Source: an optimization exercise on an open RTL-to-GDS flow (aim: small area, a short achievable clock period and few clock cycles per item). Production flows keep margins and buffers that such runs may drop. In this exercise RTL edits were held to simulation tests only and were not proved equivalent to the original. No activity file was given, so power comes from the tool's default toggle rates.

## babe_cls
module babe_cls (
    input  wire        clk,
    input  wire        rst,
    input  wire        start,
    input  wire [7:0]  reg_w,        
    input  wire [7:0]  reg_h,        
    input  wire [15:0] maxgrad,
    output wire        busy,
    input  wire        pix_valid,
    input  wire [7:0]  pix_r,
    input  wire [7:0]  pix_g,
    input  wire [7:0]  pix_b,
    output wire        pix_ready,
    output reg  [1:0]  res_kind,     
    output reg  [7:0]  res_a1,
    output reg  [7:0]  res_a2,
    output reg  [2:0]  res_step,
    output wire [7:0]  avg_r,
    output wire [7:0]  avg_g,
    output wire [7:0]  avg_b
);
Size in the first run: roughly 320 flip-flops, about 110 I/O pins, ~22000 um^2 of cells after synthesis.
export LEC_CHECK = 0
export CAP_MARGIN = 20
export CORE_MARGIN = 2
export CORE_UTILIZATION = 50
export CTS_CLUSTER_DIAMETER = 100
export CTS_CLUSTER_SIZE = 25
export PLACE_DENSITY = 0.65
export SLEW_MARGIN = 20
create_clock -name core_clock -period 11.0 [get_ports {clk}]
standard.sh (not shown) runs the stock make flow with config.mk's settings and CLKGATE_MAP_FILE= SYNTH_SCRIPT=/design/flow/synth_recipe.tcl, a recipe that flattens the netlist after the stock synthesis.
==> flow/flow/run.sh <==
#!/bin/bash
set -euo pipefail
bash standard.sh "BUFFER_PORTS_ARGS=-buffer_cell sky130_fd_sc_hd__buf_1" \
    SETUP_SLACK_MARGIN=7.5 finish > std_flow.log 2>&1
Testbench counts at the start, summed over its fixed seeds: cycles 80,123, regions 1,280.
Rerun with:
--- a/flow/design.v
+++ b/flow/design.v
@@ -26,19 +26,18 @@
     reg [15:0] mg;
     reg [7:0]  col, row;
     reg        frst;          
     reg        v1, f1, ring1, last1;
     reg [7:0]  p1r, p1g, p1b;
     reg        v2, f2, ring2;
     reg [15:0] lx2, ly2;
     reg        v3, f3, ring3;
     reg [15:0] luma3;
-    reg        lc3;           
     reg [15:0] rmin, rmax, imin, imax;
     reg        iempty;
     reg        edom;
     reg [23:0] sr, sg, sb;
     reg [15:0] npix;
     wire       take    = pix_valid & rdy_r;
     wire [7:0] wm1     = wreg - 8'd1;
     wire [7:0] hm1     = hreg - 8'd1;
     wire       col_end = (col == wm1);
@@ -200,41 +199,39 @@
         reg [17:0] t;
         begin
             t = {1'b0, s[23:7]} - {2'b0, n};
             dstep = {t[17] ? s[22:7] : t[15:0], s[6:0], ~t[17]};
         end
     endfunction
     wire [18:0] eddiff = {3'b0, rmax} + {2'b0, imin, 1'b0} - {3'b0, rmin} - {2'b0, imax, 1'b0};
     wire        ei_pos = imax > imin;
     wire        e_zero = (rmax == rmin);
-    wire        e_le   = gt | lc3;
-    wire        ld_le  = div && dcnt == 3'd5;
-    wire [16:0] lsum   = {1'b0, lx2} + {1'b0, ly2} + {16'd0, div && dcnt == 3'd6};
+    wire [16:0] lediff = {1'b0, rmin} + {1'b0, mg} - {1'b0, rmax};
+    wire        e_le   = ~lediff[16];
     reg         one, smallr, wge;
     wire [7:0]  xs     = wge ? wreg : hreg;    
     wire        leaf   = one | e_zero | (smallr & ~edom & e_le);
     always @(posedge clk) begin
         p1r   <= pix_r;
         p1g   <= pix_g;
         p1b   <= pix_b;
         f1    <= frst;
         ring1 <= on_ring;
         last1 <= col_end & row_end;
-        lx2   <= ld_le ? rmin : lsx;
-        ly2   <= ld_le ? mg   : lsy;
+        lx2   <= lsx;
+        ly2   <= lsy;
         f2    <= f1;
         ring2 <= ring1;
         f3    <= f2;
         ring3 <= ring2 | div;
         if (div && dcnt == 3'd2)      luma3 <= imin;
         else if (div && dcnt == 3'd3) luma3 <= imax;
-        else                          luma3 <= lsum[15:0];
-        lc3   <= lsum[16];
+        else                          luma3 <= lx2 + ly2;
         one    <= (wreg == 8'd1) && (hreg == 8'd1);
         smallr <= (wreg <= 8'd4) && (hreg <= 8'd4);
         wge    <= (wreg >= hreg);
         if (!busy_r) begin
             wreg <= reg_w;
             hreg <= reg_h;
             mg   <= maxgrad;
         end
         if (!busy_r) begin
=> The new run ran to the end with no violations; first-iteration DRC count went down by about a fifth; power went down by a few percent; utilization went down by 0.71 points; cell area went up slightly; worst setup slack is better by 0.048 ns; critical path depth is unchanged; clock skew hardly moves; non-clock buffer count went down by 11; fmax went up slightly; worst hold slack is worse by 0.013 ns; wire length went down slightly.
Testbench counts after the change, summed over its fixed seeds: cycles 80,123, regions 1,280.

---

The RTL this note starts from:
==> flow/design.v <==
module babe_cls (
    input  wire        clk,
    input  wire        rst,
    input  wire        start,
    input  wire [7:0]  reg_w,        
    input  wire [7:0]  reg_h,        
    input  wire [15:0] maxgrad,
    output wire        busy,
    input  wire        pix_valid,
    input  wire [7:0]  pix_r,
    input  wire [7:0]  pix_g,
    input  wire [7:0]  pix_b,
    output wire        pix_ready,
    output reg  [1:0]  res_kind,     
    output reg  [7:0]  res_a1,
    output reg  [7:0]  res_a2,
    output reg  [2:0]  res_step,
    output wire [7:0]  avg_r,
    output wire [7:0]  avg_g,
    output wire [7:0]  avg_b
);
    reg        busy_r, rdy_r;
    reg        div;
    reg [2:0]  dcnt;
    reg [7:0]  wreg, hreg;
    reg [15:0] mg;
    reg [7:0]  col, row;
    reg        frst;          
    reg        v1;
    reg [7:0]  p1r, p1g, p1b;
    reg        v2, f2, ring2;
    reg [15:0] lx2, ly2;
    reg        v3, f3, ring3;
    reg [15:0] luma3;
    reg [15:0] rmin, rmax, imin, imax;
    reg        iempty;
    reg        edom;
    reg [23:0] sr, sg, sb;
    reg [15:0] npix;
    wire [7:0] wm1    = wreg - 8'd1;
    wire [7:0] hm1    = hreg - 8'd1;
    wire col_end = (col == wm1);
    wire row_end = (row == hm1);
    wire first   = frst;
    wire on_ring = (col == 8'd0) || (row == 8'd0) || col_end || row_end;
    function [31:0] csa(input [15:0] a, input [15:0] b, input [15:0] c);
        csa = {a ^ b ^ c, ((a & b) | (a & c) | (b & c)) << 1};
    endfunction
    wire [15:0] R = {8'd0, p1r}, G = {8'd0, p1g}, B = {8'd0, p1b};
    wire [31:0] l1a = csa(R, R << 2, R << 3);
    wire [31:0] l1b = csa(R << 6, G << 1, G << 2);
    wire [31:0] l1c = csa(G << 4, G << 7, B);
    wire [31:0] l1d = csa(B << 2, B << 3, B << 4);
    wire [31:0] l2a = csa(l1a[31:16], l1a[15:0], l1b[31:16]);
    wire [31:0] l2b = csa(l1b[15:0], l1c[31:16], l1c[15:0]);
    wire [31:0] l3a = csa(l2a[31:16], l2a[15:0], l2b[31:16]);
    wire [31:0] l3b = csa(l2b[15:0], l1d[31:16], l1d[15:0]);
    wire [31:0] l4a = csa(l3a[31:16], l3a[15:0], l3b[31:16]);
    wire [31:0] l5a = csa(l4a[31:16], l4a[15:0], l3b[15:0]);
    wire [15:0] cmin = ring3 ? rmin : imin;
    wire [15:0] cmax = ring3 ? rmax : imax;
    wire lt = luma3 < cmin;
    wire gt = luma3 > cmax;
    function [23:0] dstep(input [23:0] s, input [15:0] n);
        reg [17:0] t;
        begin
            t = {1'b0, s[23:7]} - {2'b0, n};
            dstep = {t[17] ? s[22:7] : t[15:0], s[6:0], ~t[17]};
        end
    endfunction
    wire [18:0] eddiff = {3'b0, rmax} + {2'b0, imin, 1'b0} - {3'b0, rmin} - {2'b0, imax, 1'b0};
    wire        ei_pos = imax > imin;
    wire        e_zero = (rmax == rmin);
    wire [16:0] lediff = {1'b0, rmin} + {1'b0, mg} - {1'b0, rmax};
    wire        e_le   = ~lediff[16];
    wire        one    = (wreg == 8'd1) && (hreg == 8'd1);
    wire        smallr = (wreg <= 8'd4) && (hreg <= 8'd4);
    wire        wge    = (wreg >= hreg);
    wire [7:0]  xs     = wge ? wreg : hreg;
    always @(posedge clk) begin
        p1r   <= pix_r;
        p1g   <= pix_g;
        p1b   <= pix_b;
        lx2   <= l5a[31:16];
        ly2   <= l5a[15:0];
        f2    <= first;
        ring2 <= on_ring;
        f3    <= f2;
        ring3 <= ring2 | div;
        if (div && dcnt == 3'd2)      luma3 <= imin;
        else if (div && dcnt == 3'd3) luma3 <= imax;
        else                          luma3 <= lx2 + ly2;
        if (!busy_r) begin
            wreg <= reg_w;
            hreg <= reg_h;
            mg   <= maxgrad;
        end
        if (!busy_r) begin
            col  <= 8'd0;
            row  <= 8'd0;
            frst <= 1'b1;
        end else if (v1) begin
            frst <= 1'b0;
            if (col_end) begin
                col <= 8'd0;
                row <= row + 8'd1;
            end else begin
                col <= col + 8'd1;
            end
        end
        if (v1) begin
            sr   <= (first ? 24'd0 : sr) + {16'd0, p1r};
            sg   <= (first ? 24'd0 : sg) + {16'd0, p1g};
            sb   <= (first ? 24'd0 : sb) + {16'd0, p1b};
            npix <= first ? 16'd1 : npix + 16'd1;
        end else if (div) begin
            sr   <= dstep(sr, npix);
            sg   <= dstep(sg, npix);
            sb   <= dstep(sb, npix);
        end
        if (v3) begin
            if (ring3) begin
                if (lt || f3) rmin <= luma3;
                if (gt || f3) rmax <= luma3;
            end else begin
                if (lt || iempty) imin <= luma3;
                if (gt || iempty) imax <= luma3;
            end
        end
        if (v2 && f2)
            iempty <= 1'b1;
        else if (v3 && !ring3)
            iempty <= 1'b0;
        if (div && dcnt == 3'd2)
            edom <= ~iempty & ei_pos & ~eddiff[18];
        if (div && dcnt == 3'd7) begin
            if (one) begin
                res_kind <= 2'd0; res_step <= 3'd1;
            end else if (e_zero) begin
                res_kind <= 2'd0; res_step <= 3'd2;
            end else if (smallr && !edom && e_le) begin
                res_kind <= 2'd0; res_step <= 3'd4;
            end else begin
                res_kind <= wge ? 2'd1 : 2'd2; res_step <= 3'd5;
            end
            if (one || e_zero || (smallr && !edom && e_le)) begin
                res_a1 <= 8'd0;
                res_a2 <= 8'd0;
            end else begin
                res_a1 <= {1'b0, xs[7:1]};
                res_a2 <= {1'b0, xs[7:1]} + {7'd0, xs[0]};
            end
        end
        if (rst) begin
            busy_r <= 1'b0;
            rdy_r  <= 1'b0;
            v1     <= 1'b0;
            v2     <= 1'b0;
            v3     <= 1'b0;
            div    <= 1'b0;
        end else begin
            v1 <= pix_valid & rdy_r;
            v2 <= v1;
            v3 <= v2 | (div & (dcnt == 3'd2 || dcnt == 3'd3) & ~iempty);
            if (start && !busy_r) begin
                busy_r <= 1'b1;
                rdy_r  <= 1'b1;
            end
            if (v1 && col_end && row_end) begin
                rdy_r <= 1'b0;
                div   <= 1'b1;
                dcnt  <= 3'd0;
            end
            if (div) begin
                dcnt <= dcnt + 3'd1;
                if (dcnt == 3'd7) begin
                    div    <= 1'b0;
                    busy_r <= 1'b0;
                end
            end
        end
    end
    assign busy      = busy_r;
    assign pix_ready = rdy_r;
    assign avg_r     = sr[7:0];
    assign avg_g     = sg[7:0];
    assign avg_b     = sb[7:0];
endmodule
Settings: LEC_CHECK=0, CAP_MARGIN=20, CORE_MARGIN=2, CORE_UTILIZATION=40, PLACE_DENSITY=0.6, SLEW_MARGIN=20; clock period 11.0 ns.
run.sh (not shown) runs the stock make flow with config.mk's settings and CLKGATE_MAP_FILE= SYNTH_SCRIPT=/design/flow/synth_recipe.tcl, a recipe that flattens the netlist after the stock synthesis.
Stock flow here: none of the scripts above is used.
Testbench counts at the start, summed over its fixed seeds: cycles 80,123, regions 1,280.
Next try:
--- a/flow/design.v
+++ b/flow/design.v
@@ -70,16 +70,14 @@
     endfunction
     wire [18:0] eddiff = {3'b0, rmax} + {2'b0, imin, 1'b0} - {3'b0, rmin} - {2'b0, imax, 1'b0};
     wire        ei_pos = imax > imin;
     wire        e_zero = (rmax == rmin);
     wire [16:0] lediff = {1'b0, rmin} + {1'b0, mg} - {1'b0, rmax};
     wire        e_le   = ~lediff[16];
-    wire        one    = (wreg == 8'd1) && (hreg == 8'd1);
-    wire        smallr = (wreg <= 8'd4) && (hreg <= 8'd4);
-    wire        wge    = (wreg >= hreg);
-    wire [7:0]  xs     = wge ? wreg : hreg;
+    reg         one, smallr, wge;
+    reg  [7:0]  xs;
     always @(posedge clk) begin
         p1r   <= pix_r;
         p1g   <= pix_g;
         p1b   <= pix_b;
         lx2   <= l5a[31:16];
         ly2   <= l5a[15:0];
@@ -87,12 +85,16 @@
         ring2 <= on_ring;
         f3    <= f2;
         ring3 <= ring2 | div;
         if (div && dcnt == 3'd2)      luma3 <= imin;
         else if (div && dcnt == 3'd3) luma3 <= imax;
         else                          luma3 <= lx2 + ly2;
+        one    <= (wreg == 8'd1) && (hreg == 8'd1);
+        smallr <= (wreg <= 8'd4) && (hreg <= 8'd4);
+        wge    <= (wreg >= hreg);
+        xs     <= (wreg >= hreg) ? wreg : hreg;
         if (!busy_r) begin
             wreg <= reg_w;
             hreg <= reg_h;
             mg   <= maxgrad;
         end
         if (!busy_r) begin
@@ -106,15 +108,15 @@
                 row <= row + 8'd1;
             end else begin
                 col <= col + 8'd1;
             end
         end
         if (v1) begin
-            sr   <= (first ? 24'd0 : sr) + {16'd0, p1r};
-            sg   <= (first ? 24'd0 : sg) + {16'd0, p1g};
-            sb   <= (first ? 24'd0 : sb) + {16'd0, p1b};
+            sr   <= first ? {16'd0, p1r} : sr + {16'd0, p1r};
+            sg   <= first ? {16'd0, p1g} : sg + {16'd0, p1g};
+            sb   <= first ? {16'd0, p1b} : sb + {16'd0, p1b};
             npix <= first ? 16'd1 : npix + 16'd1;
         end else if (div) begin
             sr   <= dstep(sr, npix);
             sg   <= dstep(sg, npix);
             sb   <= dstep(sb, npix);
         end
After rerunning:
- die area barely changes
- setup slack loses 130 ps
- synthesized area is about the same
- via count hardly moves
- clock power came out lower by about 5%
- global-route usage is about the same
- design area hardly moves
Testbench counts after the change, summed over its fixed seeds: cycles 80,123, regions 1,280.

## separate check: timing with driven ports
The results above use ideal ports. As a check the final layouts listed here were re-extracted and re-timed, cells and wires unchanged.
Step 1 sets driving cells, clkbuf_16 on the clock port and buf_2 on the other inputs (assumed; they add their load-dependent delay and slew).
Step 2 also shifts input and output timing later by t, the mid clock arrival at the registers, as if the neighbouring blocks saw the same clock.
Slacks: ideal / step 1 / step 2; pairs: ideal / step 1.
| run | shift t [ns] | setup WS [ns] | worst register clock-pin slew, ns | worst data-port slew with drivers (ns) |
|---|---|---|---|---|
| the first run of note 1 | 0.581 | 7.539 / 7.485 / 7.582 | 0.10 / 0.10 | 0.07 |
| the second run of note 1 | 0.601 | 7.587 / 7.529 / 7.432 | 0.12 / 0.12 | 0.06 |
| the first run of note 2 | 0.610 | 7.072 / 7.072 / 7.072 | 0.06 / 0.06 | 0.09 |
| the second run of note 2 | 0.605 | 6.945 / 6.892 / 7.301 | 0.06 / 0.06 | 0.09 |
After both steps setup and hold are still met in every run listed. For the second run of note 1, which loses most, drivers alone change the setup slack by -0.058 ns; drivers and shift together by -0.155 ns.
